From an optimization exercise on the open Yosys and OpenROAD flow, aimed at small area, a short achievable clock period and few clock cycles per item; shortcuts taken in it are not production practice.
In this exercise RTL edits were held to simulation tests only and were not proved equivalent to the original.
Power and IR drop assume default switching activity.

[design/flow/design.v]
module qad_peak_note (
    input  wire        clk,
    input  wire        rst,           
    input  wire        in_valid,
    output wire        in_ready,
    input  wire [44:0] in_re,         
    input  wire [44:0] in_im,         
    input  wire [3:0]  log2n,         
    input  wire [19:0] sr,            
    output wire        out_valid,
    input  wire        out_ready,
    output wire [3:0]  code,          
    output wire [10:0] peak_bin,
    output wire [43:0] peak_mag,
    output wire [30:0] freq,          
    output wire [8:0]  note_key,      
    output wire [3:0]  note_pc,
    output wire [5:0]  note_oct,      
    output wire [15:0] note_name,     
    output wire [31:0] note_freq,     
    output wire [31:0] note_dev       
);
    localparam M  = 12;               
    localparam QW = 2 * M + 2;        
    localparam DW = 2 * M + 5;        
    localparam LB = M + 2;            
    reg         in_ready_r;
    reg         expect_first;         
    reg  [10:0] cnt;                  
    reg  [3:0]  l2n_q;
    reg  [19:0] sr_q;
    reg         acc_done;             
    reg         s1_v, s1_first, s1_last;
    reg  [44:0] s1_a, s1_b;           
    reg  [5:0]  s1_s;                 
    reg  [5:0]  s1_sn;                
    assign in_ready = in_ready_r;
    wire   in_fire  = in_valid && in_ready_r;
    wire [3:0]  cur_l2n  = expect_first ? log2n : l2n_q;
    wire [10:0] nxt_idx  = expect_first ? 11'd0 : cnt + 11'd1;
    wire [11:0] half     = 12'd1 << (cur_l2n - 4'd1);
    wire        nxt_last = ({1'b0, nxt_idx} == half - 12'd1);
    wire [43:0] y_re = in_re[43:0] ^ {44{in_re[44]}};
    wire [43:0] y_im = in_im[43:0] ^ {44{in_im[44]}};
    wire [43:0] y_or = y_re | y_im;
    reg  [5:0]  e_len;
    integer i;
    always @(*) begin
        e_len = 6'd0;
        for (i = 0; i < 44; i = i + 1)
            if (y_or[i]) e_len = i[5:0] + 6'd1;
    end
    wire [5:0]  e_sub = e_len - M;
    wire [5:0]  s_in  = (e_len > M) ? e_sub : 6'd0;
    reg         r_v, r_first, r_last;
    reg  [QW-1:0] r_r0, r_r1;
    reg  [5:0]  r_s;
    reg  [10:0] r_idx;
    reg  [44:0] x2_a, x2_b;
    wire [43:0] ysh_a = s1_a[43:0] >> s1_s;
    wire [43:0] ysh_b = s1_b[43:0] >> ~s1_sn;
    wire        g_a   = s1_a[44] && (s1_s == 6'd0);
    wire        g_b   = s1_b[44] && (s1_s == 6'd0);
    wire [QW-1:0] sq_r0, sq_r1;
    qad_sq2 u_sq (.a(ysh_a[M-1:0]), .b(ysh_b[M-1:0]), .ga(g_a), .gb(g_b),
                  .r0(sq_r0), .r1(sq_r1));
    localparam [1:0] S_RUN    = 2'd0,    
                     S_FBWAIT = 2'd1,    
                     S_FBCALC = 2'd2,    
                     S_FBCMP  = 2'd3;    
    reg  [1:0]  st;
    reg  [44:0] c_a, c_b;             
    reg  [44:0] cand_a, cand_b;       
    reg  [10:0] cand_k;
    reg  [QW-1:0] cand_q;
    reg  [5:0]  cand_s;
    reg         ev_gt_q;              
    reg  [10:0] best_k;
    reg  [QW-1:0] q_b;                
    reg  [5:0]  s_b;                  
    reg         fe_pend;              
    wire [QW-1:0] q_k = r_r0 + r_r1;
    reg  d_eq, d_p1, d_m1, d_big;
    wire [DW-1:0] qb_al = d_m1 ? {1'b0, q_b, 2'b00} :
                          d_p1 ? {5'b0, q_b[QW-1:2]} : {3'b0, q_b};
    wire [DW-1:0] csa_x = {3'b0, r_r0};
    wire [DW-1:0] csa_y = {3'b0, r_r1};
    wire [DW-1:0] csa_z = ~qb_al;
    wire [DW-1:0] csa_s = csa_x ^ csa_y ^ csa_z;
    wire [DW-1:0] csa_c = (csa_x & csa_y) | (csa_x & csa_z) | (csa_y & csa_z);
    wire [DW-1:0] dq    = csa_s + {csa_c[DW-2:0], 1'b1};
    wire d_neg  = dq[DW-1];
    wire ge_b   = !d_neg && (|dq[DW-2:LB]);        
    wire ge_b2  = !d_neg && (|dq[DW-2:LB-1]);      
    wire ge_4b  = !d_neg && (|dq[DW-2:LB+2]);      
    wire ge_1   = !d_neg && (|dq[DW-2:0]);         
    wire le_mb  = d_neg && !(&dq[DW-2:LB]);        
    wire le_0   = d_neg || !(|dq[DW-2:0]);         
    wire gt_sure = d_big || (d_eq && ((s_b == 6'd0) ? ge_1 : ge_b))
                         || (d_p1 && ge_b2) || (d_m1 && ge_4b);
    wire near    = d_eq || d_p1 || d_m1;
    wire lt_sure = !d_big && (!near || ((r_s == 6'd0) ? le_0 : le_mb));
    wire ev      = (st == S_RUN) && r_v;
    wire ev_gt   = ev && (r_first || gt_sure);
    wire ev_unc  = ev && !r_first && !gt_sure && !lt_sure;
    reg         ex_busy, ex_fb, acc_full, pb_valid;
    reg  [5:0]  ex_cnt;
    reg  [45:0] ex_hi;
    reg  [43:0] ex_lo;
    reg  [87:0] p_best;               
    reg         xa_bit, xb_bit;       
    wire [5:0]  ex_cnt1 = ex_cnt + 6'd1;
    reg         ex_pre;
    wire [63:0] ca_ext  = {20'd0, c_a[43:0]};
    wire [63:0] cb_ext  = {20'd0, c_b[43:0]};
    wire [46:0] row_a  = ex_pre ? ((c_a[44]) ? {2'b0, c_a[43:0], 1'b1} : 47'd0)
                                : (xa_bit ? {3'b0, c_a[43:0]} : 47'd0);
    wire [46:0] row_b  = ex_pre ? ((c_b[44]) ? {2'b0, c_b[43:0], 1'b1} : 47'd0)
                                : (xb_bit ? {3'b0, c_b[43:0]} : 47'd0);
    wire [46:0] ex_sum = {1'b0, ex_hi} + row_a + row_b;
    wire [87:0] ex_p   = {ex_hi[43:0], ex_lo};
    wire        ex_gt  = (ex_p > p_best);
    reg         isq_busy;
    reg  [5:0]  isq_cnt;
    reg  [45:0] sq_rem;
    reg  [43:0] sq_root;
    wire [47:0] sq_rem_sh = {sq_rem, p_best[87:86]};
    wire [47:0] sq_trial  = {2'b00, sq_root, 2'b01};
    wire [48:0] sq_diff   = {1'b0, sq_rem_sh} - {1'b0, sq_trial};
    wire        sq_ge     = !sq_diff[48];
    localparam [2:0] P_IDLE = 3'd0, P_HORN = 3'd1, P_NORM = 3'd2,
                     P_THR  = 3'd3, P_FIN  = 3'd4, P_NF   = 3'd5, P_DEV = 3'd6;
    reg  [2:0]  pst;
    reg  [3:0]  pcnt;
    reg  [10:0] pk;
    reg  [19:0] sr_p;
    reg  [3:0]  l2n_p;
    reg  [30:0] v;
    reg  [31:0] nf;
    reg  [31:0] dev;
    reg  [4:0]  p;
    reg  [4:0]  sc;
    reg         out_v;
    reg         map_done;
    wire post_free = !isq_busy && (pst == P_IDLE) && !map_done && !out_v;
    wire handoff   = fe_pend && (st == S_RUN) && !ev_gt_q && !ex_busy && pb_valid && post_free;
    reg         h_bit;                
    wire [4:0]  hb_idx = {1'b0, l2n_p} - 5'd3 - {1'b0, pcnt};
    wire        h_bit_nx = !hb_idx[4] && pk[hb_idx[3:0]];
    wire [4:0]  hb_idx0 = {1'b0, l2n_q} - 5'd2;
    wire        h_bit0  = !hb_idx0[4] && best_k[hb_idx0[3:0]];
    wire [30:0] v_next = {v[29:0], 1'b0} + (h_bit ? {11'd0, sr_p} : 31'd0);
    reg [30:0] tq;
    always @(*) begin
        case (pcnt)
            4'd0:  tq = 31'd1129491589;
            4'd1:  tq = 31'd1196654653;
            4'd2:  tq = 31'd1267811442;
            4'd3:  tq = 31'd1343199433;
            4'd4:  tq = 31'd1423070228;
            4'd5:  tq = 31'd1507690387;
            4'd6:  tq = 31'd1597342323;
            4'd7:  tq = 31'd1692325240;
            4'd8:  tq = 31'd1792956136;
            4'd9:  tq = 31'd1899570855;
            4'd10: tq = 31'd2012525216;
            default: tq = 31'd2132196193;
        endcase
    end
    wire m_ge = (nf[30:0] >= tq);
    wire [3:0] rr_sel = (pcnt == 4'd12) ? 4'd0 : pcnt;
    reg [30:0] cf;
    always @(*) begin
        case (rr_sel)
            4'd0:  cf = 31'd1097337155;
            4'd1:  cf = 31'd1162588218;
            4'd2:  cf = 31'd1231719311;
            4'd3:  cf = 31'd1304961152;
            4'd4:  cf = 31'd1382558180;
            4'd5:  cf = 31'd1464769368;
            4'd6:  cf = 31'd1551869087;
            4'd7:  cf = 31'd1644148025;
            4'd8:  cf = 31'd1741914154;
            4'd9:  cf = 31'd1845493760;
            4'd10: cf = 31'd1955232530;
            default: cf = 31'd2071496706;
        endcase
    end
    wire [4:0] q_sel = (pcnt == 4'd12) ? p + 5'd1 : p;
    reg  dc;                          
    assign out_valid = out_v;
    assign code      = {2'b00, dc, 1'b1};
    assign peak_bin  = pk;
    assign peak_mag  = sq_root;
    assign freq      = v;
    assign note_freq = nf;
    assign note_dev  = dev;
    wire [4:0] q  = q_sel;
    wire [3:0] rr = rr_sel;
    wire signed [9:0] key = $signed({1'b0, q, 3'b000}) + $signed({2'b00, q, 2'b00})
                            + $signed({6'b0, rr}) - 10'sd200;
    wire [4:0] rr4  = {1'b0, rr} + 5'd4;
    wire       wrap = (rr4 >= 5'd12);
    wire [3:0] pc   = wrap ? rr4[3:0] - 4'd12 : rr4[3:0];
    wire signed [5:0] oct = $signed({1'b0, q}) - 6'sd17 + $signed({5'b0, wrap});
    reg [15:0] name;
    reg  [8:0] key_r;
    reg  [3:0] pc_r;
    reg  [5:0] oct_r;
    always @(*) begin
        case (pc_r)
            4'd0:  name = 16'h0043;
            4'd1:  name = 16'h2343;
            4'd2:  name = 16'h0044;
            4'd3:  name = 16'h2344;
            4'd4:  name = 16'h0045;
            4'd5:  name = 16'h0046;
            4'd6:  name = 16'h2346;
            4'd7:  name = 16'h0047;
            4'd8:  name = 16'h2347;
            4'd9:  name = 16'h0041;
            4'd10: name = 16'h2341;
            default: name = 16'h0042;
        endcase
    end
    assign note_key  = dc ? 9'd0  : key_r;
    assign note_pc   = dc ? 4'd0  : pc_r;
    assign note_oct  = dc ? 6'd0  : oct_r;
    assign note_name = dc ? 16'd0 : name;
    reg [1:0] st_nx;
    always @(*) begin
        st_nx = st;
        case (st)
            S_RUN:    if (ev_unc) st_nx = S_FBWAIT;
            S_FBWAIT: if (!ex_busy && pb_valid && !isq_busy && !ev_gt_q) st_nx = S_FBCALC;
            S_FBCALC: if (ex_cnt == 6'd43 && !ex_pre) st_nx = S_FBCMP;
            default:  st_nx = S_RUN;
        endcase
    end
    wire r_adv       = s1_v && (!r_v || ev);               
    wire [5:0] r_s_nx = r_adv ? s1_s : r_s;
    wire [6:0] rn1    = {1'b0, r_s_nx} + 7'd1;
    wire [6:0] sb1    = {1'b0, s_b} + 7'd1;
    wire [6:0] rs1    = {1'b0, r_s} + 7'd1;
    wire [6:0] cs1    = {1'b0, cand_s} + 7'd1;
    wire [3:0] cmp_keep = {({1'b0, r_s_nx} > sb1), (rn1 == {1'b0, s_b}),
                           ({1'b0, r_s_nx} == sb1), (r_s_nx == s_b)};
    wire [3:0] cmp_bin  = {({1'b0, r_s_nx} > rs1), (rn1 == {1'b0, r_s}),
                           ({1'b0, r_s_nx} == rs1), (r_s_nx == r_s)};
    wire [3:0] cmp_cand = {({1'b0, r_s_nx} > cs1), (rn1 == {1'b0, cand_s}),
                           ({1'b0, r_s_nx} == cs1), (r_s_nx == cand_s)};
    wire       fb_win   = (st == S_FBCMP) && ex_gt;
    wire [3:0] cmp_nx   = fb_win ? cmp_cand : ev_gt ? cmp_bin : cmp_keep;
    wire s1_v_nx     = in_fire || (s1_v && !r_adv);
    wire r_v_nx      = r_adv || (r_v && !ev);
    wire acc_done_nx = (acc_done && !handoff) || (in_fire && nxt_last);
    wire ex_start    = ev_gt_q;                            
    wire fb_start    = (st == S_FBWAIT) && (st_nx == S_FBCALC);
    always @(posedge clk) begin
        if (rst) begin
            in_ready_r   <= 1'b0;
            expect_first <= 1'b1;
            acc_done     <= 1'b0;
            s1_v         <= 1'b0;
            r_v          <= 1'b0;
            st           <= S_RUN;
            ev_gt_q      <= 1'b0;
            fe_pend      <= 1'b0;
            ex_busy      <= 1'b0;
            ex_fb        <= 1'b0;
            acc_full     <= 1'b0;
            pb_valid     <= 1'b0;
            isq_busy     <= 1'b0;
            pst          <= P_IDLE;
            out_v        <= 1'b0;
            map_done     <= 1'b0;
        end else begin
            st         <= st_nx;
            s1_v       <= s1_v_nx;
            r_v        <= r_v_nx;
            acc_done   <= acc_done_nx;
            in_ready_r <= !acc_done_nx && (!s1_v_nx || !r_v_nx || st_nx == S_RUN);
            ev_gt_q    <= ev_gt;
            {d_big, d_m1, d_p1, d_eq} <= cmp_nx;
            if (in_fire) begin
                s1_a     <= {in_re[44], y_re};
                s1_b     <= {in_im[44], y_im};
                s1_s     <= s_in;
                s1_sn    <= ~s_in;
                s1_first <= expect_first;
                s1_last  <= nxt_last;
                cnt      <= nxt_idx;
                expect_first <= nxt_last;
                if (expect_first) begin
                    l2n_q <= log2n;
                    sr_q  <= sr;
                end
            end
            if (r_adv) begin
                r_r0    <= sq_r0;
                r_r1    <= sq_r1;
                r_s     <= s1_s;
                r_first <= s1_first;
                r_last  <= s1_last;
                r_idx   <= cnt;
                x2_a    <= s1_a;
                x2_b    <= s1_b;
            end
            if (ev && r_last)
                fe_pend <= 1'b1;
            if (ev_gt) begin
                q_b <= q_k;
                s_b <= r_s;
            end
            if (ev) begin
                cand_a <= x2_a;
                cand_b <= x2_b;
                cand_k <= r_idx;
                cand_q <= q_k;
                cand_s <= r_s;
            end
            if (ev_gt_q || fb_start) begin
                c_a <= cand_a;
                c_b <= cand_b;
            end
            if (ev_gt_q)
                best_k <= cand_k;
            if (ex_start || fb_start) begin
                ex_pre   <= 1'b1;
                ex_busy  <= 1'b1;
                ex_fb    <= fb_start;
                ex_cnt   <= 6'd0;
                ex_hi    <= 46'd0;
                acc_full <= 1'b0;
                if (ex_start)
                    pb_valid <= 1'b0;
            end else if (ex_busy && ex_pre) begin
                ex_pre <= 1'b0;
                xa_bit <= c_a[0];
                xb_bit <= c_b[0];
                ex_hi  <= ex_sum[45:0];
            end else if (ex_busy) begin
                xa_bit <= ca_ext[ex_cnt1];
                xb_bit <= cb_ext[ex_cnt1];
                ex_hi  <= ex_sum[46:1];
                ex_lo  <= {ex_sum[0], ex_lo[43:1]};
                ex_cnt <= ex_cnt + 6'd1;
                if (ex_cnt == 6'd43) begin
                    ex_busy  <= 1'b0;
                    acc_full <= !ex_fb;
                end
            end else if (acc_full && !isq_busy) begin
                p_best   <= ex_p;
                pb_valid <= 1'b1;
                acc_full <= 1'b0;
            end
            if (fb_win) begin
                p_best <= ex_p;
                best_k <= cand_k;
                q_b    <= cand_q;
                s_b    <= cand_s;
            end
            if (handoff) begin
                fe_pend  <= 1'b0;
                pb_valid <= 1'b0;
                isq_busy <= 1'b1;
                isq_cnt  <= 6'd0;
                sq_rem   <= 46'd0;
                sq_root  <= 44'd0;
                pk       <= best_k;
                dc       <= (best_k == 11'd0);
                sr_p     <= sr_q;
                l2n_p    <= l2n_q;
                v        <= 31'd0;
                pcnt     <= 4'd0;
                h_bit    <= h_bit0;
                pst      <= P_HORN;
            end
            if (isq_busy) begin
                p_best <= {p_best[85:0], 2'b00};
                if (sq_ge) begin
                    sq_rem  <= sq_diff[45:0];
                    sq_root <= {sq_root[42:0], 1'b1};
                end else begin
                    sq_rem  <= sq_rem_sh[45:0];
                    sq_root <= {sq_root[42:0], 1'b0};
                end
                isq_cnt <= isq_cnt + 6'd1;
                if (isq_cnt == 6'd43)
                    isq_busy <= 1'b0;
            end
            case (pst)
                P_HORN: begin
                    v    <= v_next;
                    h_bit <= h_bit_nx;
                    pcnt <= pcnt + 4'd1;
                    if (pcnt == 4'd10) begin
                        nf   <= {1'b0, v_next};
                        p    <= 5'd30;
                        pst  <= dc ? P_DEV : P_NORM;
                    end
                end
                P_NORM: begin
                    if (nf[30:23] == 8'd0) begin
                        nf <= {1'b0, nf[22:0], 8'd0};
                        p  <= p - 5'd8;
                    end else if (!nf[30]) begin
                        nf <= {1'b0, nf[29:0], 1'b0};
                        p  <= p - 5'd1;
                    end else begin
                        pcnt <= 4'd0;
                        pst  <= P_THR;
                    end
                end
                P_THR: begin
                    if (pcnt != 4'd12 && m_ge)
                        pcnt <= pcnt + 4'd1;
                    else
                        pst <= P_FIN;
                end
                P_FIN: begin
                    key_r <= key[8:0];
                    pc_r  <= pc;
                    oct_r <= oct;
                    if (q_sel >= 5'd30) begin
                        nf  <= (q_sel == 5'd31) ? {cf, 1'b0} : {1'b0, cf};
                        pst <= P_DEV;
                    end else begin
                        nf  <= {1'b0, cf};
                        sc  <= 5'd29 - q_sel;
                        pst <= P_NF;
                    end
                end
                P_NF: begin
                    if (sc >= 5'd8) begin
                        nf <= nf >> 8;
                        sc <= sc - 5'd8;
                    end else if (sc != 5'd0) begin
                        nf <= nf >> 1;
                        sc <= sc - 5'd1;
                    end else begin
                        nf  <= (nf >> 1) + {31'd0, nf[0]};
                        pst <= P_DEV;
                    end
                end
                P_DEV: begin
                    if (dc) begin
                        nf  <= 32'd0;
                        dev <= 32'd0;
                    end else
                        dev <= {1'b0, v} - nf;
                    pst <= P_IDLE;
                end
                default: ;
            endcase
            if (pst == P_DEV)
                map_done <= 1'b1;
            if (map_done && !isq_busy) begin
                map_done <= 1'b0;
                out_v    <= 1'b1;
            end
            if (out_v && out_ready)
                out_v <= 1'b0;
        end
    end
endmodule
module qad_sq2 (
    input  wire [11:0] a,
    input  wire [11:0] b,
    input  wire        ga,
    input  wire        gb,
    output wire [25:0] r0,
    output wire [25:0] r1
);
    wire t1, t2;
    assign t1 = (a[0] & a[9]) ^ (a[1] & a[8]);
    assign t2 = (a[0] & a[9]) & (a[1] & a[8]);
    wire t3, t4;
    assign t3 = (a[0] & a[11]) ^ (a[1] & a[10]) ^ (a[2] & a[9]);
    assign t4 = ((a[0] & a[11]) & (a[1] & a[10])) | ((a[0] & a[11]) & (a[2] & a[9])) | ((a[1] & a[10]) & (a[2] & a[9]));
    wire t5, t6;
    assign t5 = (a[3] & a[8]) ^ (a[4] & a[7]);
    assign t6 = (a[3] & a[8]) & (a[4] & a[7]);
    wire t7, t8;
    assign t7 = (a[0] & a[5]) ^ (a[1] & a[4]);
    assign t8 = (a[0] & a[5]) & (a[1] & a[4]);
    wire t9, t10;
    assign t9 = (a[0] & a[7]) ^ (a[1] & a[6]) ^ (a[2] & a[5]);
    assign t10 = ((a[0] & a[7]) & (a[1] & a[6])) | ((a[0] & a[7]) & (a[2] & a[5])) | ((a[1] & a[6]) & (a[2] & a[5]));
    wire t11, t12;
    assign t11 = (a[3] & a[4]) ^ a[4];
    assign t12 = (a[3] & a[4]) & a[4];
    wire t13, t14;
    assign t13 = (a[0] & a[8]) ^ (a[1] & a[7]) ^ (a[2] & a[6]);
    assign t14 = ((a[0] & a[8]) & (a[1] & a[7])) | ((a[0] & a[8]) & (a[2] & a[6])) | ((a[1] & a[7]) & (a[2] & a[6]));
    wire t15, t16;
    assign t15 = (a[3] & a[5]) ^ (ga & a[8]);
    assign t16 = (a[3] & a[5]) & (ga & a[8]);
    wire t17, t18;
    assign t17 = t1 ^ (a[2] & a[7]) ^ (a[3] & a[6]);
    assign t18 = (t1 & (a[2] & a[7])) | (t1 & (a[3] & a[6])) | ((a[2] & a[7]) & (a[3] & a[6]));
    wire t19, t20;
    assign t19 = (a[4] & a[5]) ^ a[5] ^ (ga & a[9]);
    assign t20 = ((a[4] & a[5]) & a[5]) | ((a[4] & a[5]) & (ga & a[9])) | (a[5] & (ga & a[9]));
    wire t21, t22;
    assign t21 = (b[0] & b[9]) ^ (b[1] & b[8]) ^ (b[2] & b[7]);
    assign t22 = ((b[0] & b[9]) & (b[1] & b[8])) | ((b[0] & b[9]) & (b[2] & b[7])) | ((b[1] & b[8]) & (b[2] & b[7]));
    wire t23, t24;
    assign t23 = t2 ^ (a[0] & a[10]) ^ (a[1] & a[9]);
    assign t24 = (t2 & (a[0] & a[10])) | (t2 & (a[1] & a[9])) | ((a[0] & a[10]) & (a[1] & a[9]));
    wire t25, t26;
    assign t25 = (a[2] & a[8]) ^ (a[3] & a[7]) ^ (a[4] & a[6]);
    assign t26 = ((a[2] & a[8]) & (a[3] & a[7])) | ((a[2] & a[8]) & (a[4] & a[6])) | ((a[3] & a[7]) & (a[4] & a[6]));
    wire t27, t28;
    assign t27 = (ga & a[10]) ^ (b[0] & b[10]) ^ (b[1] & b[9]);
    assign t28 = ((ga & a[10]) & (b[0] & b[10])) | ((ga & a[10]) & (b[1] & b[9])) | ((b[0] & b[10]) & (b[1] & b[9]));
    wire t29, t30;
    assign t29 = (b[2] & b[8]) ^ (b[3] & b[7]);
    assign t30 = (b[2] & b[8]) & (b[3] & b[7]);
    wire t31, t32;
    assign t31 = t3 ^ t5 ^ (a[5] & a[6]);
    assign t32 = (t3 & t5) | (t3 & (a[5] & a[6])) | (t5 & (a[5] & a[6]));
    wire t33, t34;
    assign t33 = a[6] ^ (ga & a[11]) ^ (b[0] & b[11]);
    assign t34 = (a[6] & (ga & a[11])) | (a[6] & (b[0] & b[11])) | ((ga & a[11]) & (b[0] & b[11]));
    wire t35, t36;
    assign t35 = (b[1] & b[10]) ^ (b[2] & b[9]) ^ (b[3] & b[8]);
    assign t36 = ((b[1] & b[10]) & (b[2] & b[9])) | ((b[1] & b[10]) & (b[3] & b[8])) | ((b[2] & b[9]) & (b[3] & b[8]));
    wire t37, t38;
    assign t37 = (b[4] & b[7]) ^ (b[5] & b[6]) ^ b[6];
    assign t38 = ((b[4] & b[7]) & (b[5] & b[6])) | ((b[4] & b[7]) & b[6]) | ((b[5] & b[6]) & b[6]);
    wire t39, t40;
    assign t39 = t4 ^ t6 ^ (a[1] & a[11]);
    assign t40 = (t4 & t6) | (t4 & (a[1] & a[11])) | (t6 & (a[1] & a[11]));
    wire t41, t42;
    assign t41 = (a[2] & a[10]) ^ (a[3] & a[9]) ^ (a[4] & a[8]);
    assign t42 = ((a[2] & a[10]) & (a[3] & a[9])) | ((a[2] & a[10]) & (a[4] & a[8])) | ((a[3] & a[9]) & (a[4] & a[8]));
    wire t43, t44;
    assign t43 = (a[5] & a[7]) ^ (b[1] & b[11]) ^ (b[2] & b[10]);
    assign t44 = ((a[5] & a[7]) & (b[1] & b[11])) | ((a[5] & a[7]) & (b[2] & b[10])) | ((b[1] & b[11]) & (b[2] & b[10]));
    wire t45, t46;
    assign t45 = (b[3] & b[9]) ^ (b[4] & b[8]);
    assign t46 = (b[3] & b[9]) & (b[4] & b[8]);
    wire t47, t48;
    assign t47 = (a[2] & a[11]) ^ (a[3] & a[10]) ^ (a[4] & a[9]);
    assign t48 = ((a[2] & a[11]) & (a[3] & a[10])) | ((a[2] & a[11]) & (a[4] & a[9])) | ((a[3] & a[10]) & (a[4] & a[9]));
    wire t49, t50;
    assign t49 = (a[5] & a[8]) ^ (a[6] & a[7]) ^ a[7];
    assign t50 = ((a[5] & a[8]) & (a[6] & a[7])) | ((a[5] & a[8]) & a[7]) | ((a[6] & a[7]) & a[7]);
    wire t51, t52;
    assign t51 = (b[2] & b[11]) ^ (b[3] & b[10]) ^ (b[4] & b[9]);
    assign t52 = ((b[2] & b[11]) & (b[3] & b[10])) | ((b[2] & b[11]) & (b[4] & b[9])) | ((b[3] & b[10]) & (b[4] & b[9]));
    wire t53, t54;
    assign t53 = (b[5] & b[8]) ^ (b[6] & b[7]);
    assign t54 = (b[5] & b[8]) & (b[6] & b[7]);
    wire t55, t56;
    assign t55 = (a[3] & a[11]) ^ (a[4] & a[10]) ^ (a[5] & a[9]);
    assign t56 = ((a[3] & a[11]) & (a[4] & a[10])) | ((a[3] & a[11]) & (a[5] & a[9])) | ((a[4] & a[10]) & (a[5] & a[9]));
    wire t57, t58;
    assign t57 = (a[6] & a[8]) ^ (b[3] & b[11]);
    assign t58 = (a[6] & a[8]) & (b[3] & b[11]);
    wire t59, t60;
    assign t59 = (a[4] & a[11]) ^ (a[5] & a[10]) ^ (a[6] & a[9]);
    assign t60 = ((a[4] & a[11]) & (a[5] & a[10])) | ((a[4] & a[11]) & (a[6] & a[9])) | ((a[5] & a[10]) & (a[6] & a[9]));
    wire t61, t62;
    assign t61 = (a[7] & a[8]) ^ a[8];
    assign t62 = (a[7] & a[8]) & a[8];
    wire t63, t64;
    assign t63 = (a[0] & a[3]) ^ (a[1] & a[2]) ^ a[2];
    assign t64 = ((a[0] & a[3]) & (a[1] & a[2])) | ((a[0] & a[3]) & a[2]) | ((a[1] & a[2]) & a[2]);
    wire t65, t66;
    assign t65 = (a[0] & a[4]) ^ (a[1] & a[3]);
    assign t66 = (a[0] & a[4]) & (a[1] & a[3]);
    wire t67, t68;
    assign t67 = t7 ^ (a[2] & a[3]) ^ a[3];
    assign t68 = (t7 & (a[2] & a[3])) | (t7 & a[3]) | ((a[2] & a[3]) & a[3]);
    wire t69, t70;
    assign t69 = (ga & a[5]) ^ (b[0] & b[5]) ^ (b[1] & b[4]);
    assign t70 = ((ga & a[5]) & (b[0] & b[5])) | ((ga & a[5]) & (b[1] & b[4])) | ((b[0] & b[5]) & (b[1] & b[4]));
    wire t71, t72;
    assign t71 = t8 ^ (a[0] & a[6]) ^ (a[1] & a[5]);
    assign t72 = (t8 & (a[0] & a[6])) | (t8 & (a[1] & a[5])) | ((a[0] & a[6]) & (a[1] & a[5]));
    wire t73, t74;
    assign t73 = (a[2] & a[4]) ^ (ga & a[6]) ^ (b[0] & b[6]);
    assign t74 = ((a[2] & a[4]) & (ga & a[6])) | ((a[2] & a[4]) & (b[0] & b[6])) | ((ga & a[6]) & (b[0] & b[6]));
    wire t75, t76;
    assign t75 = (b[1] & b[5]) ^ (b[2] & b[4]);
    assign t76 = (b[1] & b[5]) & (b[2] & b[4]);
    wire t77, t78;
    assign t77 = t9 ^ t11 ^ (ga & a[7]);
    assign t78 = (t9 & t11) | (t9 & (ga & a[7])) | (t11 & (ga & a[7]));
    wire t79, t80;
    assign t79 = (b[0] & b[7]) ^ (b[1] & b[6]) ^ (b[2] & b[5]);
    assign t80 = ((b[0] & b[7]) & (b[1] & b[6])) | ((b[0] & b[7]) & (b[2] & b[5])) | ((b[1] & b[6]) & (b[2] & b[5]));
    wire t81, t82;
    assign t81 = (b[3] & b[4]) ^ b[4] ^ (gb & b[7]);
    assign t82 = ((b[3] & b[4]) & b[4]) | ((b[3] & b[4]) & (gb & b[7])) | (b[4] & (gb & b[7]));
    wire t83, t84;
    assign t83 = t10 ^ t12 ^ t13;
    assign t84 = (t10 & t12) | (t10 & t13) | (t12 & t13);
    wire t85, t86;
    assign t85 = t15 ^ (b[0] & b[8]) ^ (b[1] & b[7]);
    assign t86 = (t15 & (b[0] & b[8])) | (t15 & (b[1] & b[7])) | ((b[0] & b[8]) & (b[1] & b[7]));
    wire t87, t88;
    assign t87 = (b[2] & b[6]) ^ (b[3] & b[5]) ^ (gb & b[8]);
    assign t88 = ((b[2] & b[6]) & (b[3] & b[5])) | ((b[2] & b[6]) & (gb & b[8])) | ((b[3] & b[5]) & (gb & b[8]));
    wire t89, t90;
    assign t89 = t14 ^ t16 ^ t17;
    assign t90 = (t14 & t16) | (t14 & t17) | (t16 & t17);
    wire t91, t92;
    assign t91 = t19 ^ t21 ^ (b[3] & b[6]);
    assign t92 = (t19 & t21) | (t19 & (b[3] & b[6])) | (t21 & (b[3] & b[6]));
    wire t93, t94;
    assign t93 = (b[4] & b[5]) ^ b[5] ^ (gb & b[9]);
    assign t94 = ((b[4] & b[5]) & b[5]) | ((b[4] & b[5]) & (gb & b[9])) | (b[5] & (gb & b[9]));
    wire t95, t96;
    assign t95 = t18 ^ t20 ^ t22;
    assign t96 = (t18 & t20) | (t18 & t22) | (t20 & t22);
    wire t97, t98;
    assign t97 = t23 ^ t25 ^ t27;
    assign t98 = (t23 & t25) | (t23 & t27) | (t25 & t27);
    wire t99, t100;
    assign t99 = t29 ^ (b[4] & b[6]) ^ (gb & b[10]);
    assign t100 = (t29 & (b[4] & b[6])) | (t29 & (gb & b[10])) | ((b[4] & b[6]) & (gb & b[10]));
    wire t101, t102;
    assign t101 = t24 ^ t26 ^ t28;
    assign t102 = (t24 & t26) | (t24 & t28) | (t26 & t28);
    wire t103, t104;
    assign t103 = t30 ^ t31 ^ t33;
    assign t104 = (t30 & t31) | (t30 & t33) | (t31 & t33);
    wire t105, t106;
    assign t105 = t35 ^ t37 ^ (gb & b[11]);
    assign t106 = (t35 & t37) | (t35 & (gb & b[11])) | (t37 & (gb & b[11]));
    wire t107, t108;
    assign t107 = t32 ^ t34 ^ t36;
    assign t108 = (t32 & t34) | (t32 & t36) | (t34 & t36);
    wire t109, t110;
    assign t109 = t38 ^ t39 ^ t41;
    assign t110 = (t38 & t39) | (t38 & t41) | (t39 & t41);
    wire t111, t112;
    assign t111 = t43 ^ t45 ^ (b[5] & b[7]);
    assign t112 = (t43 & t45) | (t43 & (b[5] & b[7])) | (t45 & (b[5] & b[7]));
    wire t113, t114;
    assign t113 = t40 ^ t42 ^ t44;
    assign t114 = (t40 & t42) | (t40 & t44) | (t42 & t44);
    wire t115, t116;
    assign t115 = t46 ^ t47 ^ t49;
    assign t116 = (t46 & t47) | (t46 & t49) | (t47 & t49);
    wire t117, t118;
    assign t117 = t51 ^ t53 ^ b[7];
    assign t118 = (t51 & t53) | (t51 & b[7]) | (t53 & b[7]);
    wire t119, t120;
    assign t119 = t48 ^ t50 ^ t52;
    assign t120 = (t48 & t50) | (t48 & t52) | (t50 & t52);
    wire t121, t122;
    assign t121 = t54 ^ t55 ^ t57;
    assign t122 = (t54 & t55) | (t54 & t57) | (t55 & t57);
    wire t123, t124;
    assign t123 = (b[4] & b[10]) ^ (b[5] & b[9]) ^ (b[6] & b[8]);
    assign t124 = ((b[4] & b[10]) & (b[5] & b[9])) | ((b[4] & b[10]) & (b[6] & b[8])) | ((b[5] & b[9]) & (b[6] & b[8]));
    wire t125, t126;
    assign t125 = t56 ^ t58 ^ t59;
    assign t126 = (t56 & t58) | (t56 & t59) | (t58 & t59);
    wire t127, t128;
    assign t127 = t61 ^ (b[4] & b[11]) ^ (b[5] & b[10]);
    assign t128 = (t61 & (b[4] & b[11])) | (t61 & (b[5] & b[10])) | ((b[4] & b[11]) & (b[5] & b[10]));
    wire t129, t130;
    assign t129 = (b[6] & b[9]) ^ (b[7] & b[8]) ^ b[8];
    assign t130 = ((b[6] & b[9]) & (b[7] & b[8])) | ((b[6] & b[9]) & b[8]) | ((b[7] & b[8]) & b[8]);
    wire t131, t132;
    assign t131 = t60 ^ t62 ^ (a[5] & a[11]);
    assign t132 = (t60 & t62) | (t60 & (a[5] & a[11])) | (t62 & (a[5] & a[11]));
    wire t133, t134;
    assign t133 = (a[6] & a[10]) ^ (a[7] & a[9]) ^ (b[5] & b[11]);
    assign t134 = ((a[6] & a[10]) & (a[7] & a[9])) | ((a[6] & a[10]) & (b[5] & b[11])) | ((a[7] & a[9]) & (b[5] & b[11]));
    wire t135, t136;
    assign t135 = (b[6] & b[10]) ^ (b[7] & b[9]);
    assign t136 = (b[6] & b[10]) & (b[7] & b[9]);
    wire t137, t138;
    assign t137 = (a[6] & a[11]) ^ (a[7] & a[10]) ^ (a[8] & a[9]);
    assign t138 = ((a[6] & a[11]) & (a[7] & a[10])) | ((a[6] & a[11]) & (a[8] & a[9])) | ((a[7] & a[10]) & (a[8] & a[9]));
    wire t139, t140;
    assign t139 = a[9] ^ (b[6] & b[11]) ^ (b[7] & b[10]);
    assign t140 = (a[9] & (b[6] & b[11])) | (a[9] & (b[7] & b[10])) | ((b[6] & b[11]) & (b[7] & b[10]));
    wire t141, t142;
    assign t141 = (b[8] & b[9]) ^ b[9];
    assign t142 = (b[8] & b[9]) & b[9];
    wire t143, t144;
    assign t143 = (a[7] & a[11]) ^ (a[8] & a[10]);
    assign t144 = (a[7] & a[11]) & (a[8] & a[10]);
    wire t145, t146;
    assign t145 = (a[8] & a[11]) ^ (a[9] & a[10]);
    assign t146 = (a[8] & a[11]) & (a[9] & a[10]);
    wire t147, t148;
    assign t147 = (a[0] & a[1]) ^ a[1] ^ (ga & a[1]);
    assign t148 = ((a[0] & a[1]) & a[1]) | ((a[0] & a[1]) & (ga & a[1])) | (a[1] & (ga & a[1]));
    wire t149, t150;
    assign t149 = (a[0] & a[2]) ^ (ga & a[2]);
    assign t150 = (a[0] & a[2]) & (ga & a[2]);
    wire t151, t152;
    assign t151 = t63 ^ (ga & a[3]) ^ (b[0] & b[3]);
    assign t152 = (t63 & (ga & a[3])) | (t63 & (b[0] & b[3])) | ((ga & a[3]) & (b[0] & b[3]));
    wire t153, t154;
    assign t153 = (b[1] & b[2]) ^ b[2];
    assign t154 = (b[1] & b[2]) & b[2];
    wire t155, t156;
    assign t155 = t64 ^ t65 ^ (ga & a[4]);
    assign t156 = (t64 & t65) | (t64 & (ga & a[4])) | (t65 & (ga & a[4]));
    wire t157, t158;
    assign t157 = (b[0] & b[4]) ^ (b[1] & b[3]) ^ (gb & b[4]);
    assign t158 = ((b[0] & b[4]) & (b[1] & b[3])) | ((b[0] & b[4]) & (gb & b[4])) | ((b[1] & b[3]) & (gb & b[4]));
    wire t159, t160;
    assign t159 = t66 ^ t67 ^ t69;
    assign t160 = (t66 & t67) | (t66 & t69) | (t67 & t69);
    wire t161, t162;
    assign t161 = (b[2] & b[3]) ^ b[3] ^ (gb & b[5]);
    assign t162 = ((b[2] & b[3]) & b[3]) | ((b[2] & b[3]) & (gb & b[5])) | (b[3] & (gb & b[5]));
    wire t163, t164;
    assign t163 = t68 ^ t70 ^ t71;
    assign t164 = (t68 & t70) | (t68 & t71) | (t70 & t71);
    wire t165, t166;
    assign t165 = t73 ^ t75 ^ (gb & b[6]);
    assign t166 = (t73 & t75) | (t73 & (gb & b[6])) | (t75 & (gb & b[6]));
    wire t167, t168;
    assign t167 = t72 ^ t74 ^ t76;
    assign t168 = (t72 & t74) | (t72 & t76) | (t74 & t76);
    wire t169, t170;
    assign t169 = t77 ^ t79 ^ t81;
    assign t170 = (t77 & t79) | (t77 & t81) | (t79 & t81);
    wire t171, t172;
    assign t171 = t78 ^ t80 ^ t82;
    assign t172 = (t78 & t80) | (t78 & t82) | (t80 & t82);
    wire t173, t174;
    assign t173 = t83 ^ t85 ^ t87;
    assign t174 = (t83 & t85) | (t83 & t87) | (t85 & t87);
    wire t175, t176;
    assign t175 = t84 ^ t86 ^ t88;
    assign t176 = (t84 & t86) | (t84 & t88) | (t86 & t88);
    wire t177, t178;
    assign t177 = t89 ^ t91 ^ t93;
    assign t178 = (t89 & t91) | (t89 & t93) | (t91 & t93);
    wire t179, t180;
    assign t179 = t90 ^ t92 ^ t94;
    assign t180 = (t90 & t92) | (t90 & t94) | (t92 & t94);
    wire t181, t182;
    assign t181 = t95 ^ t97 ^ t99;
    assign t182 = (t95 & t97) | (t95 & t99) | (t97 & t99);
    wire t183, t184;
    assign t183 = t96 ^ t98 ^ t100;
    assign t184 = (t96 & t98) | (t96 & t100) | (t98 & t100);
    wire t185, t186;
    assign t185 = t101 ^ t103 ^ t105;
    assign t186 = (t101 & t103) | (t101 & t105) | (t103 & t105);
    wire t187, t188;
    assign t187 = t102 ^ t104 ^ t106;
    assign t188 = (t102 & t104) | (t102 & t106) | (t104 & t106);
    wire t189, t190;
    assign t189 = t107 ^ t109 ^ t111;
    assign t190 = (t107 & t109) | (t107 & t111) | (t109 & t111);
    wire t191, t192;
    assign t191 = t108 ^ t110 ^ t112;
    assign t192 = (t108 & t110) | (t108 & t112) | (t110 & t112);
    wire t193, t194;
    assign t193 = t113 ^ t115 ^ t117;
    assign t194 = (t113 & t115) | (t113 & t117) | (t115 & t117);
    wire t195, t196;
    assign t195 = t114 ^ t116 ^ t118;
    assign t196 = (t114 & t116) | (t114 & t118) | (t116 & t118);
    wire t197, t198;
    assign t197 = t119 ^ t121 ^ t123;
    assign t198 = (t119 & t121) | (t119 & t123) | (t121 & t123);
    wire t199, t200;
    assign t199 = t120 ^ t122 ^ t124;
    assign t200 = (t120 & t122) | (t120 & t124) | (t122 & t124);
    wire t201, t202;
    assign t201 = t125 ^ t127 ^ t129;
    assign t202 = (t125 & t127) | (t125 & t129) | (t127 & t129);
    wire t203, t204;
    assign t203 = t126 ^ t128 ^ t130;
    assign t204 = (t126 & t128) | (t126 & t130) | (t128 & t130);
    wire t205, t206;
    assign t205 = t131 ^ t133 ^ t135;
    assign t206 = (t131 & t133) | (t131 & t135) | (t133 & t135);
    wire t207, t208;
    assign t207 = t132 ^ t134 ^ t136;
    assign t208 = (t132 & t134) | (t132 & t136) | (t134 & t136);
    wire t209, t210;
    assign t209 = t137 ^ t139 ^ t141;
    assign t210 = (t137 & t139) | (t137 & t141) | (t139 & t141);
    wire t211, t212;
    assign t211 = t138 ^ t140 ^ t142;
    assign t212 = (t138 & t140) | (t138 & t142) | (t140 & t142);
    wire t213, t214;
    assign t213 = t143 ^ (b[7] & b[11]) ^ (b[8] & b[10]);
    assign t214 = (t143 & (b[7] & b[11])) | (t143 & (b[8] & b[10])) | ((b[7] & b[11]) & (b[8] & b[10]));
    wire t215, t216;
    assign t215 = t144 ^ t145 ^ a[10];
    assign t216 = (t144 & t145) | (t144 & a[10]) | (t145 & a[10]);
    wire t217, t218;
    assign t217 = (b[8] & b[11]) ^ (b[9] & b[10]) ^ b[10];
    assign t218 = ((b[8] & b[11]) & (b[9] & b[10])) | ((b[8] & b[11]) & b[10]) | ((b[9] & b[10]) & b[10]);
    wire t219, t220;
    assign t219 = t146 ^ (a[9] & a[11]);
    assign t220 = t146 & (a[9] & a[11]);
    wire t221, t222;
    assign t221 = (a[10] & a[11]) ^ a[11];
    assign t222 = (a[10] & a[11]) & a[11];
    wire t223, t224;
    assign t223 = a[0] ^ ga;
    assign t224 = a[0] & ga;
    wire t225, t226;
    assign t225 = t147 ^ (b[0] & b[1]);
    assign t226 = t147 & (b[0] & b[1]);
    wire t227, t228;
    assign t227 = t148 ^ t149 ^ (b[0] & b[2]);
    assign t228 = (t148 & t149) | (t148 & (b[0] & b[2])) | (t149 & (b[0] & b[2]));
    wire t229, t230;
    assign t229 = t150 ^ t151 ^ t153;
    assign t230 = (t150 & t151) | (t150 & t153) | (t151 & t153);
    wire t231, t232;
    assign t231 = t152 ^ t154 ^ t155;
    assign t232 = (t152 & t154) | (t152 & t155) | (t154 & t155);
    wire t233, t234;
    assign t233 = t156 ^ t158 ^ t159;
    assign t234 = (t156 & t158) | (t156 & t159) | (t158 & t159);
    wire t235, t236;
    assign t235 = t160 ^ t162 ^ t163;
    assign t236 = (t160 & t162) | (t160 & t163) | (t162 & t163);
    wire t237, t238;
    assign t237 = t164 ^ t166 ^ t167;
    assign t238 = (t164 & t166) | (t164 & t167) | (t166 & t167);
    wire t239, t240;
    assign t239 = t168 ^ t170 ^ t171;
    assign t240 = (t168 & t170) | (t168 & t171) | (t170 & t171);
    wire t241, t242;
    assign t241 = t172 ^ t174 ^ t175;
    assign t242 = (t172 & t174) | (t172 & t175) | (t174 & t175);
    wire t243, t244;
    assign t243 = t176 ^ t178 ^ t179;
    assign t244 = (t176 & t178) | (t176 & t179) | (t178 & t179);
    wire t245, t246;
    assign t245 = t180 ^ t182 ^ t183;
    assign t246 = (t180 & t182) | (t180 & t183) | (t182 & t183);
    wire t247, t248;
    assign t247 = t184 ^ t186 ^ t187;
    assign t248 = (t184 & t186) | (t184 & t187) | (t186 & t187);
    wire t249, t250;
    assign t249 = t188 ^ t190 ^ t191;
    assign t250 = (t188 & t190) | (t188 & t191) | (t190 & t191);
    wire t251, t252;
    assign t251 = t192 ^ t194 ^ t195;
    assign t252 = (t192 & t194) | (t192 & t195) | (t194 & t195);
    wire t253, t254;
    assign t253 = t196 ^ t198 ^ t199;
    assign t254 = (t196 & t198) | (t196 & t199) | (t198 & t199);
    wire t255, t256;
    assign t255 = t200 ^ t202 ^ t203;
    assign t256 = (t200 & t202) | (t200 & t203) | (t202 & t203);
    wire t257, t258;
    assign t257 = t204 ^ t206 ^ t207;
    assign t258 = (t204 & t206) | (t204 & t207) | (t206 & t207);
    wire t259, t260;
    assign t259 = t208 ^ t210 ^ t211;
    assign t260 = (t208 & t210) | (t208 & t211) | (t210 & t211);
    wire t261, t262;
    assign t261 = t212 ^ t214 ^ t215;
    assign t262 = (t212 & t214) | (t212 & t215) | (t214 & t215);
    wire t263, t264;
    assign t263 = t216 ^ t218 ^ t219;
    assign t264 = (t216 & t218) | (t216 & t219) | (t218 & t219);
    wire t265, t266;
    assign t265 = t220 ^ t221 ^ (b[10] & b[11]);
    assign t266 = (t220 & t221) | (t220 & (b[10] & b[11])) | (t221 & (b[10] & b[11]));
    wire t267, t268;
    assign t267 = t223 ^ b[0];
    assign t268 = t223 & b[0];
    wire t269, t270;
    assign t269 = t224 ^ (ga & a[0]) ^ (gb & b[0]);
    assign t270 = (t224 & (ga & a[0])) | (t224 & (gb & b[0])) | ((ga & a[0]) & (gb & b[0]));
    wire t271, t272;
    assign t271 = t225 ^ b[1] ^ (gb & b[1]);
    assign t272 = (t225 & b[1]) | (t225 & (gb & b[1])) | (b[1] & (gb & b[1]));
    wire t273, t274;
    assign t273 = t226 ^ t227 ^ (gb & b[2]);
    assign t274 = (t226 & t227) | (t226 & (gb & b[2])) | (t227 & (gb & b[2]));
    wire t275, t276;
    assign t275 = t228 ^ t229 ^ (gb & b[3]);
    assign t276 = (t228 & t229) | (t228 & (gb & b[3])) | (t229 & (gb & b[3]));
    wire t277, t278;
    assign t277 = t230 ^ t231 ^ t157;
    assign t278 = (t230 & t231) | (t230 & t157) | (t231 & t157);
    wire t279, t280;
    assign t279 = t232 ^ t233 ^ t161;
    assign t280 = (t232 & t233) | (t232 & t161) | (t233 & t161);
    wire t281, t282;
    assign t281 = t234 ^ t235 ^ t165;
    assign t282 = (t234 & t235) | (t234 & t165) | (t235 & t165);
    wire t283, t284;
    assign t283 = t236 ^ t237 ^ t169;
    assign t284 = (t236 & t237) | (t236 & t169) | (t237 & t169);
    wire t285, t286;
    assign t285 = t238 ^ t239 ^ t173;
    assign t286 = (t238 & t239) | (t238 & t173) | (t239 & t173);
    wire t287, t288;
    assign t287 = t240 ^ t241 ^ t177;
    assign t288 = (t240 & t241) | (t240 & t177) | (t241 & t177);
    wire t289, t290;
    assign t289 = t242 ^ t243 ^ t181;
    assign t290 = (t242 & t243) | (t242 & t181) | (t243 & t181);
    wire t291, t292;
    assign t291 = t244 ^ t245 ^ t185;
    assign t292 = (t244 & t245) | (t244 & t185) | (t245 & t185);
    wire t293, t294;
    assign t293 = t246 ^ t247 ^ t189;
    assign t294 = (t246 & t247) | (t246 & t189) | (t247 & t189);
    wire t295, t296;
    assign t295 = t248 ^ t249 ^ t193;
    assign t296 = (t248 & t249) | (t248 & t193) | (t249 & t193);
    wire t297, t298;
    assign t297 = t250 ^ t251 ^ t197;
    assign t298 = (t250 & t251) | (t250 & t197) | (t251 & t197);
    wire t299, t300;
    assign t299 = t252 ^ t253 ^ t201;
    assign t300 = (t252 & t253) | (t252 & t201) | (t253 & t201);
    wire t301, t302;
    assign t301 = t254 ^ t255 ^ t205;
    assign t302 = (t254 & t255) | (t254 & t205) | (t255 & t205);
    wire t303, t304;
    assign t303 = t256 ^ t257 ^ t209;
    assign t304 = (t256 & t257) | (t256 & t209) | (t257 & t209);
    wire t305, t306;
    assign t305 = t258 ^ t259 ^ t213;
    assign t306 = (t258 & t259) | (t258 & t213) | (t259 & t213);
    wire t307, t308;
    assign t307 = t260 ^ t261 ^ t217;
    assign t308 = (t260 & t261) | (t260 & t217) | (t261 & t217);
    wire t309, t310;
    assign t309 = t262 ^ t263 ^ (b[9] & b[11]);
    assign t310 = (t262 & t263) | (t262 & (b[9] & b[11])) | (t263 & (b[9] & b[11]));
    wire t311, t312;
    assign t311 = t264 ^ t265 ^ b[11];
    assign t312 = (t264 & t265) | (t264 & b[11]) | (t265 & b[11]);
    wire t313, t314;
    assign t313 = t266 ^ t222;
    assign t314 = t266 & t222;
    assign r0 = {1'b0, t314, t312, t310, t308, t306, t304, t302, t300, t298, t296, t294, t292, t290, t288, t286, t284, t282, t280, t278, t276, t274, t272, t270, t268, t267};
    assign r1 = {1'b0, 1'b0, t313, t311, t309, t307, t305, t303, t301, t299, t297, t295, t293, t291, t289, t287, t285, t283, t281, t279, t277, t275, t273, t271, t269, gb};
endmodule
[design/flow/run.sh]
#!/bin/bash
# synth_recipe.tcl (not shown) runs the flow's synth.tcl, then flattens the netlist and writes it again
# the make line also repeats each setting of config.mk as NAME=value (left out here)
make -C /OpenROAD-flow-scripts/flow DESIGN_CONFIG=/design/flow/config.mk WORK_HOME=/design/flow/orfs CLKGATE_MAP_FILE= SYNTH_SCRIPT=/design/flow/synth_recipe.tcl finish
[design/flow/config.mk]
export PLATFORM = sky130hd
export DESIGN_NAME = qad_peak_note
export DESIGN_NICKNAME = qad_peak_note
export VERILOG_FILES = /design/flow/design.v
export SDC_FILE = /design/flow/constraint.sdc
export NUM_CORES = 4
export LEC_CHECK = 0
export CAP_MARGIN = 20
export CORE_MARGIN = 2
export CORE_UTILIZATION = 40
export CTS_BUF_LIST = sky130_fd_sc_hd__clkbuf_4
export SLEW_MARGIN = 20
[design/flow/constraint.sdc]
create_clock -name core_clock -period 15.0 [get_ports {clk}]
set_input_delay 3.0000 -clock core_clock [delete_from_list [all_inputs] [get_ports {clk}]]
set_output_delay 3.0000 -clock core_clock [all_outputs]
set_load 0.01 [all_outputs]
==> impl_metrics.tcl, run 1 <==
set metrics [dict create \
    synth_top_flop_cell "edfxtp_1" \
    drv_cap 0 \
    cts_buffers 312 \
    fp-row-count 151 \
    grt_pass1_vias 49553 \
    wl_mm 173 \
    synthAdderAreaFrac_pct 13.5 \
    ctsLongestPathBuffers 4 \
    setup_ws_ns 8.28 \
    synth.area.top_cells "edfxtp_1 45%, ha_1 7.7%, fa_1 5.7%, inv_1 3.8%, nor2_1 3.4%" \
    route.detailed.drc 0 \
    core_region_area_um2 169000 \
    finalNetCount 7505 \
    fmax_ghz 0.149 \
    yosys.area.top_type "edfxtp_1" \
    grt.total_usage_pct 19.9 \
    finClkSkew_ns 0.107 \
    cts_htree_levels 5 \
    ant_nets 0 \
    synth_xor_area_share_pct 4.38 \
    vias 48890 \
    grt_first_pass_wirelength_mm 276 \
    die_h_um 417 \
    synth_compound_area_share_pct 12.0 \
    status "no timing/DRC/antenna violations" \
    antenna_found_initial 4 \
    avgSynthCellArea_um2 10.8 \
    crit_path_frequent_cell "fa_1" \
    place_ws_ns 7.60 \
    yosysTopAreaCellShare_pct 44.6 \
    yosysMostFrequentCell "edfxtp_1" \
    fillerInstances 15857 \
    synth_cell_types 110 \
    clk_pin_slew_worst_paths_ns 0.07 \
    vias_per_cell 5.31 \
    rsz0062_at_grt "no" \
    endpoint_kind "flip-flop" \
    hold_viol_final 0 \
    clk_latency_ns 1.33 \
    io_pins 309 \
    fin_tns_setup_ns 0 \
    synth_top_family_by_area "adder cells" \
    holdBufCountCts 0 \
    cts_sinks 1066 \
    worstMarginPinSlew_ns 1.13 \
    p_per_area_nw_per_um2 86.5 \
    synth-simple-area-share_pct 11.5 \
    post_cts_buffers 0 \
    period_needed_ns 6.72 \
    layout-drive-gt1-share_pct 12.0 \
    ys_seq_area_share_pct 46.1 \
    relSlewSlack_pct 24.7 \
    multi_input_area_um2 33200 \
    crit_slowest_cell "clkinv_1" \
    initial_utilization_pct 40.3 \
    crit_fanout 44 \
    setup_viol 0 \
    async_reset_ff_share_pct 0 \
    synth_cells 6338 \
    synth_common_cells "1013 x edfxtp_1, 692 x inv_1, 614 x nor2_1" \
    clock_tree.root_cell "clkbuf_4" \
    first_iter_violations 3839 \
    synth-warning-count 1 \
    cp_num_buf_inv 4 \
    crit_chain "buf_4, clkinv_1, mux2i_1, mux4_2, nand2_1, o21ai_0, a21oi_2, nor2_1, ha_1, or3_1, fa_1, inv_1, fa_1, fa_1, inv_1, fa_1" \
    seq_area_um2 31500 \
    grt_max_degree 91 \
    ir_drop_uv 86.5 \
    syn_to_final_growth_pct 13.5 \
    p_leak_nw 30.8 \
    synth-edff-count 1013 \
    synth.area.mux_share_pct 7.07 \
    cp-start-kind "flip-flop" \
    hpwlAfterDp_mm 128 \
    slew_violations 0 \
    cts_tree "done" \
    period_share_pct 44.8 \
    ctsResizeCount 0 \
    max_stage_delay_ns 0.94 \
    critPathRequiredTime_ns 16.03 \
    synth.ff_latch_count 1066 \
    worstPathArrival_ns 7.75 \
    drt_first_pass_iters 9 \
    dieWidth_um 417 \
    gp_congestion 0.892 \
    netlist_area_um2 68200 \
    cpLargestDelayFamily "adder cells" \
    port_buffers 296 \
    fin_area_um2 77400 \
    crit_type "flip-flop to flip-flop" \
    overflow 0 \
    wl_per_cell_um 18.8 \
    hold_path_class "flip-flop to flip-flop" \
    placed_area_um2 73600 \
    die_area_um2 174000 \
]
[path summary, 6_finish.rpt]
| kind | from | to | slack, ns | cells after the start |
|---|---|---|---|---|
| hold reg to reg | x2_b[14] | cand_b[14] | 0.38 | 0 |
| setup / recovery | s1_sn[1] | csa_y[14] | 8.28 | 16 |
| setup reg to reg | s1_sn[1] | csa_y[14] | 8.28 | 16 |
| hold / removal | x2_b[14] | cand_b[14] | 0.38 | 0 |
[metrics by stage]
step	std cells	util, %	hold slack (ns)	power, mW
floorplan	6348	-	0.400	3.91
global placement	8670	43.5	0.401	4.11
detailed placement	8670	43.5	0.405	4.13
CTS	9190	45.6	0.383	6.81
global route	9207	45.7	0.394	7.06
finish	9207	45.7	0.376	6.70
[layout by cell type (no fill, tap or decap), drive strengths merged, types with 103 or more instances in the layout]
| cell | instances |
|---|---|
| inv | 702 |
| nor2 | 616 |
| clkdlybuf4s50 | 293 |
| nand2 | 447 |
| fa | 196 |
| ha | 422 |
| mux2 | 103 |
| clkbuf | 425 |
| xnor2 | 163 |
| o21ai | 315 |
| a21oi | 382 |
| edfxtp | 1013 |
| a22oi | 112 |
| xor2 | 178 |
| mux2i | 156 |
[layer usage]
layer / up-vias / GRT usage, % / part of all wire [%]
met1: 23465 / 27.4 / 46
li1: 23598 / - / -
met3: 301 / 3.46 / 5.7
met4: 4 / 6.65 / 2.6
met2: 1522 / 31.9 / 46
met5: - / 0 / 0.017
[registers in the layout, summed over array words and instances, names as in the netlist, 45 cells and up]
register	flops
cand_b	45
x2_a	45
sq_rem	46
cand_a	45
p_best	88
c_b	45
x2_b	45
s1_b	45
ex_hi	46
s1_a	45
c_a	45
[report_power, final]
group | total, mW | switching (mW) | internal [mW] | leakage (nW)
Sequential | 3.34 | 0.0433 | 3.30 | 9.66
Clock | 2.63 | 1.26 | 1.38 | 2.22
Combinational | 0.722 | 0.425 | 0.297 | 19.0
Total | 6.70 | 1.73 | 4.97 | 30.8
[final cells by class]
type                    instances  share of cell area, %
diodes                         14                 0.0452
clock buffers                 425                   4.12
clock inverters                95                  0.625
inverters                     699                   3.39
multi-input cells            4314                   42.9
flip-flops and latches       1066                   40.7
well taps                    2218                   3.58
repair buffers                376                   4.66
[cells by family (layout without fill, tap and decap cells)]
| group | Yosys count | in the layout |
|---|---|---|
| fa+ha+maj | 619 | 619 |
| mux | 352 | 352 |
| buf+inv | 968 | 1595 |
| compound gates | 1293 | 1293 |
| other cells | 2 | 26 |
| flops | 1066 | 1066 |
| xor+xnor | 341 | 341 |
| simple gates | 1697 | 1697 |
Testbench counts, summed over its fixed seeds: cycles 112,963, bins 108,544.
==> run 2, diff against run 1 <==
--- a/design/flow/design.v
+++ b/design/flow/design.v
@@ -151,3 +151,6 @@
     wire        h_bit0  = !hb_idx0[4] && best_k[hb_idx0[3:0]];
-    wire [30:0] v_next = {v[29:0], 1'b0} + (h_bit ? {11'd0, sr_p} : 31'd0);
+    reg  [31:0] pa_a, pa_b;
+    reg         pa_ci;
+    wire [32:0] pa_sum = {1'b0, pa_a} + {1'b0, pa_b} + {32'd0, pa_ci};
+    wire [30:0] v_next = pa_sum[30:0];
     reg [30:0] tq;
@@ -169,3 +172,27 @@
     end
-    wire m_ge = (nf[30:0] >= tq);
+    wire m_ge = pa_sum[32];
+    always @(*) begin
+        case (pst)
+            P_HORN: begin                
+                pa_a  = {1'b0, v[29:0], 1'b0};
+                pa_b  = h_bit ? {12'd0, sr_p} : 32'd0;
+                pa_ci = 1'b0;
+            end
+            P_THR: begin                 
+                pa_a  = {1'b0, nf[30:0]};
+                pa_b  = {1'b1, ~tq};
+                pa_ci = 1'b1;
+            end
+            P_NF: begin                  
+                pa_a  = {1'b0, nf[31:1]};
+                pa_b  = 32'd0;
+                pa_ci = nf[0];
+            end
+            default: begin               
+                pa_a  = {1'b0, v};
+                pa_b  = ~nf;
+                pa_ci = 1'b1;
+            end
+        endcase
+    end
     wire [3:0] rr_sel = (pcnt == 4'd12) ? 4'd0 : pcnt;
@@ -441,3 +468,3 @@
                     end else begin
-                        nf  <= (nf >> 1) + {31'd0, nf[0]};
+                        nf  <= pa_sum[31:0];
                         pst <= P_DEV;
@@ -450,3 +477,3 @@
                     end else
-                        dev <= {1'b0, v} - nf;
+                        dev <= pa_sum[31:0];
                     pst <= P_IDLE;
==> design/flow/flow/run.sh (new file) <==
#!/bin/bash
# The standard layout (standard.sh, all steps), except that the buffers
# placed on the input and output ports are sky130_fd_sc_hd__buf_1 cells.
set -e
export BUFFER_PORTS_ARGS="-buffer_cell sky130_fd_sc_hd__buf_1"
bash standard.sh > standard.log 2>&1
==> design/flow/standard.sh (new file) <==
#!/bin/bash
# synth_recipe.tcl (not shown) runs the flow's synth.tcl, then flattens the netlist and writes it again
# the make line also repeats each setting of config.mk as NAME=value (left out here)
make -C /OpenROAD-flow-scripts/flow DESIGN_CONFIG=/design/flow/config.mk WORK_HOME=/design/flow/orfs CLKGATE_MAP_FILE= SYNTH_SCRIPT=/design/flow/synth_recipe.tcl "${@:-finish}"
--- a/design/flow/config.mk
+++ b/design/flow/config.mk
@@ -9,4 +9,3 @@
 export CORE_MARGIN = 2
-export CORE_UTILIZATION = 40
-export CTS_BUF_LIST = sky130_fd_sc_hd__clkbuf_4
+export CORE_UTILIZATION = 60
 export SLEW_MARGIN = 20
removed: design/flow/run.sh
==> impl_metrics.tcl, run 2 <==
set metrics [dict create \
    layout-drive-gt1-share_pct 7.82 \
    cts_htree_levels 3 \
    synth-warning-count 1 \
    core_region_area_um2 112000 \
    netlist_area_um2 67900 \
    clk_pin_slew_worst_paths_ns 0.06 \
    placed_cells 7922 \
    power.share.combinational_pct 19.3 \
    slew_violations 0 \
    worstPathArrival_ns 8.66 \
    hold_viol_final 0 \
    grt.total_usage_pct 29.1 \
    worstMarginPinSlew_ns 1.14 \
    ir_drop_uv 133 \
    drt_first_pass_iters 6 \
    grt_first_pass_wirelength_mm 266 \
    overflow 0 \
    setup_viol 0 \
    r2r_slack_ns 6.91 \
    routed-wl-met2_mm 78.0 \
    hold_path_class "flip-flop to flip-flop" \
    largest-register "p_best" \
    vias_per_cell 5.98 \
    hpwlAfterDp_mm 125 \
    instances_no_fill 8133 \
    fin_hold_ws_ns 0.410 \
    wl_mm 169 \
    synth-edff-count 1013 \
    endpoint_kind "flip-flop" \
    holdBufCountCts 0 \
    ctsResizeCount 0 \
    fin_tns_setup_ns 0 \
    cts_tree "done" \
    reg2reg_depth 26 \
    synth_top_flop_cell "edfxtp_1" \
    largest_registers "p_best: 88 flops, ex_hi: 46 flops, sq_rem: 46 flops" \
    grt_max_degree 94 \
    cts_buffers 111 \
    mostFrequentLayoutCells "1013 x edfxtp_1, 643 x inv_1, 615 x nor2_1" \
    port_buffers 296 \
    initial_utilization_pct 60.4 \
    first_iter_violations 4413 \
    power_switching_share_pct 28.6 \
    clockPowerShare_pct 36.3 \
    r2r_start "pst[2]" \
    holdCritStartpoint "x2_a[36]" \
    crit_fanout 54 \
    clk_latency_ns 0.74 \
    syn_to_final_growth_pct 9.54 \
    power.switching_mw 2.25 \
    yosysTopAreaCellShare_pct 44.8 \
    io_pins 309 \
    seqPwrFrac_pct 44.4 \
    p_per_area_nw_per_um2 106 \
    crit_type "flip-flop to flip-flop" \
    period_share_pct 53.9 \
    fillerInstances 8849 \
    dieWidth_um 340 \
    top_layer_used "met4" \
    worstHoldEndpoint "cand_a[36]" \
    gp_congestion 0.965 \
    status "no timing/DRC/antenna violations" \
    critPathRequiredTime_ns 15.56 \
    reg2reg_to "tq[18]" \
    antenna_found_initial 0 \
    min_path_cells 0 \
    power_report.internal_total_mw 5.61 \
    cp-start-kind "flip-flop" \
    die_area_um2 116000 \
    route.detailed.drc 0 \
    synth_cells 6336 \
    largest_register_ff_count 88 \
    rsz0062_at_grt "no" \
    place_ws_ns 7.19 \
    vias 48656 \
    synth.area.top_cells "edfxtp_1 45%, ha_1 6.8%, fa_1 5.8%, inv_1 3.6%, nor2_1 3.5%" \
    mostFrequentLayoutCell "edfxtp_1" \
    drv_cap 0 \
    wl_met3_mm 10.4 \
    yosys.area.top_type "edfxtp_1" \
    finClkSkew_ns 0.0483 \
    clock_tree.root_cell "clkbuf_16" \
    final_util_pct 66.2 \
    wl_met1_mm 74.1 \
    fmax_ghz 0.124 \
    die_h_um 340 \
    ctsLongestPathBuffers 3 \
    avgSynthCellArea_um2 10.7 \
    finalNetCount 7219 \
    ys_seq_area_share_pct 46.4 \
    synth.ff_latch_count 1066 \
    antenna_cells 0 \
    ant_nets 0 \
    wl_per_cell_um 20.8 \
    fp-row-count 123 \
    cts_sinks 1066 \
    yosysMostFrequentCell "edfxtp_1" \
    async_reset_ff_share_pct 0 \
    multi_input_area_um2 32900 \
    setup_ws_ns 6.91 \
    p_leak_nw 29.4 \
    grt_pass1_vias 47279 \
    synth_cell_types 96 \
    synth_common_cells "1013 x edfxtp_1, 644 x inv_1, 624 x nor2_1" \
    relSlewSlack_pct 24.0 \
    post_cts_buffers 0 \
    period_needed_ns 8.09 \
    seq_area_um2 31500 \
]
## run 2: layer usage
layer  GRT usage [%]  vias up
met4            11.3        0
met3            3.49      353
met1            40.8    23385
met2            46.5     1825
li1                -    23093
met5               0        -
## run 2: cell type report
cell class / instances / area share [%]
sequential: 1066 / 42.4
tap: 1500 / 2.53
multi-input combinational: 4330 / 44.3
timing repair buffer: 379 / 2.41
clock buffer: 133 / 3.89
clock inverter: 76 / 1.22
inverter: 649 / 3.28
## run 2: how the worst max path moves through the flow
stage                     slack (ns)  startpoint        to  cells after the start
after floorplan                 4.59         rst  csa_x[0]                      3
after global placement          7.44      pst[2]    tq[18]                     26
after detailed placement        7.19      pst[2]    tq[18]                     26
after CTS                       7.11      pst[2]    tq[18]                     26
after global routing            6.31      pst[2]    tq[18]                     26
final                           6.91      pst[2]    tq[18]                     26
## run 2: power by group through the flow
stage / registers, mW / logic, mW / clock network (mW)
CTS: 3.49 / 1.50 / 2.91
floorplan: 3.49 / 1.08 / 0
global placement: 3.55 / 1.47 / 0
detailed placement: 3.55 / 1.49 / 0
finish: 3.50 / 1.52 / 2.85
global route: 3.50 / 1.68 / 3.02
## run 2: stage by stage
stage | instance area [um^2] | power (mW)
after CTS | 74300 | 7.89
after detailed placement | 70500 | 5.04
after global routing | 74300 | 8.19
final | 74300 | 7.86
after global placement | 70400 | 5.02
after floorplan | 67900 | 4.58
## run 2: cells by family (layout without fill, tap and decap cells)
group                      count (synthesis)  in the layout  share of synthesized area, %
xor gates and xnor gates                 296            296                          3.82
AOI/OAI and AO/OA                       1422           1422                          13.4
buffers and inverters                    950           1237                          5.36
other                                      2             12                        0.0111
adders and majority gates                565            565                          12.6
and+or+nand+nor                         1664           1664                          11.2
muxes                                    371            371                          7.19
DFF                                     1066           1066                          46.4
## run 2: critical path, stage by stage, from the launching register on
cell and delay, ns:
dfxtp_2 0.65, buf_4 0.50, nand2_1 0.14, nand2_2 0.32, buf_4 0.55, a211oi_1 0.09
a21oi_1 0.21, inv_1 0.09, fa_1 0.43, nor2b_1 0.12, o21ai_0 0.12, a21boi_0 0.38
o41ai_1 0.16, a31oi_1 0.22, a21boi_0 0.22, a211oi_1 0.47, o2111ai_1 0.25, a21oi_1 0.30
o31a_1 0.58, o21ai_0 0.33, a22oi_1 0.60, inv_1 0.29, ha_1 0.32, inv_1 0.14
nand2_1 0.09, a21oi_1 0.23, a21oi_1 0.08
Testbench counts of run 2, summed over its fixed seeds: cycles 112,963, bins 108,544.

[afterwards: timing with drivers on the ports]
No port has a modelled driver above. Below, the same layouts with a new extraction and two added sets of constraints. Step 1 (the two cells are an assumption about what drives the block):
set clk [get_ports {clk}]
set_driving_cell -lib_cell sky130_fd_sc_hd__clkbuf_16 $clk
set_driving_cell -lib_cell sky130_fd_sc_hd__buf_2 [delete_from_list [all_inputs] $clk]
Step 2, shift: input delay + t, output delay - t, t = (earliest + latest rising clock arrival at the registers) / 2. This alone moves slack from input paths to output paths. a / b / c = no drivers / after step 1 / after step 2; a / b = the first two.
| run | t, ns | slack for setup (ns) | slew at the worst register clock pin (ns) | cell pins on the clock port's net |
|---|---|---|---|---|
| run 1 | 1.360 | 8.281 / 8.281 / 7.705 | 0.08 / 0.08 | 1 |
| run 2 | 0.792 | 6.909 / 6.909 / 6.909 | 0.07 / 0.07 | 1 |
After both steps setup and hold are still met in every run listed. The setup slack of run 1, which loses most, moves by 0.000 ns with the drivers and by -0.576 ns with both steps.
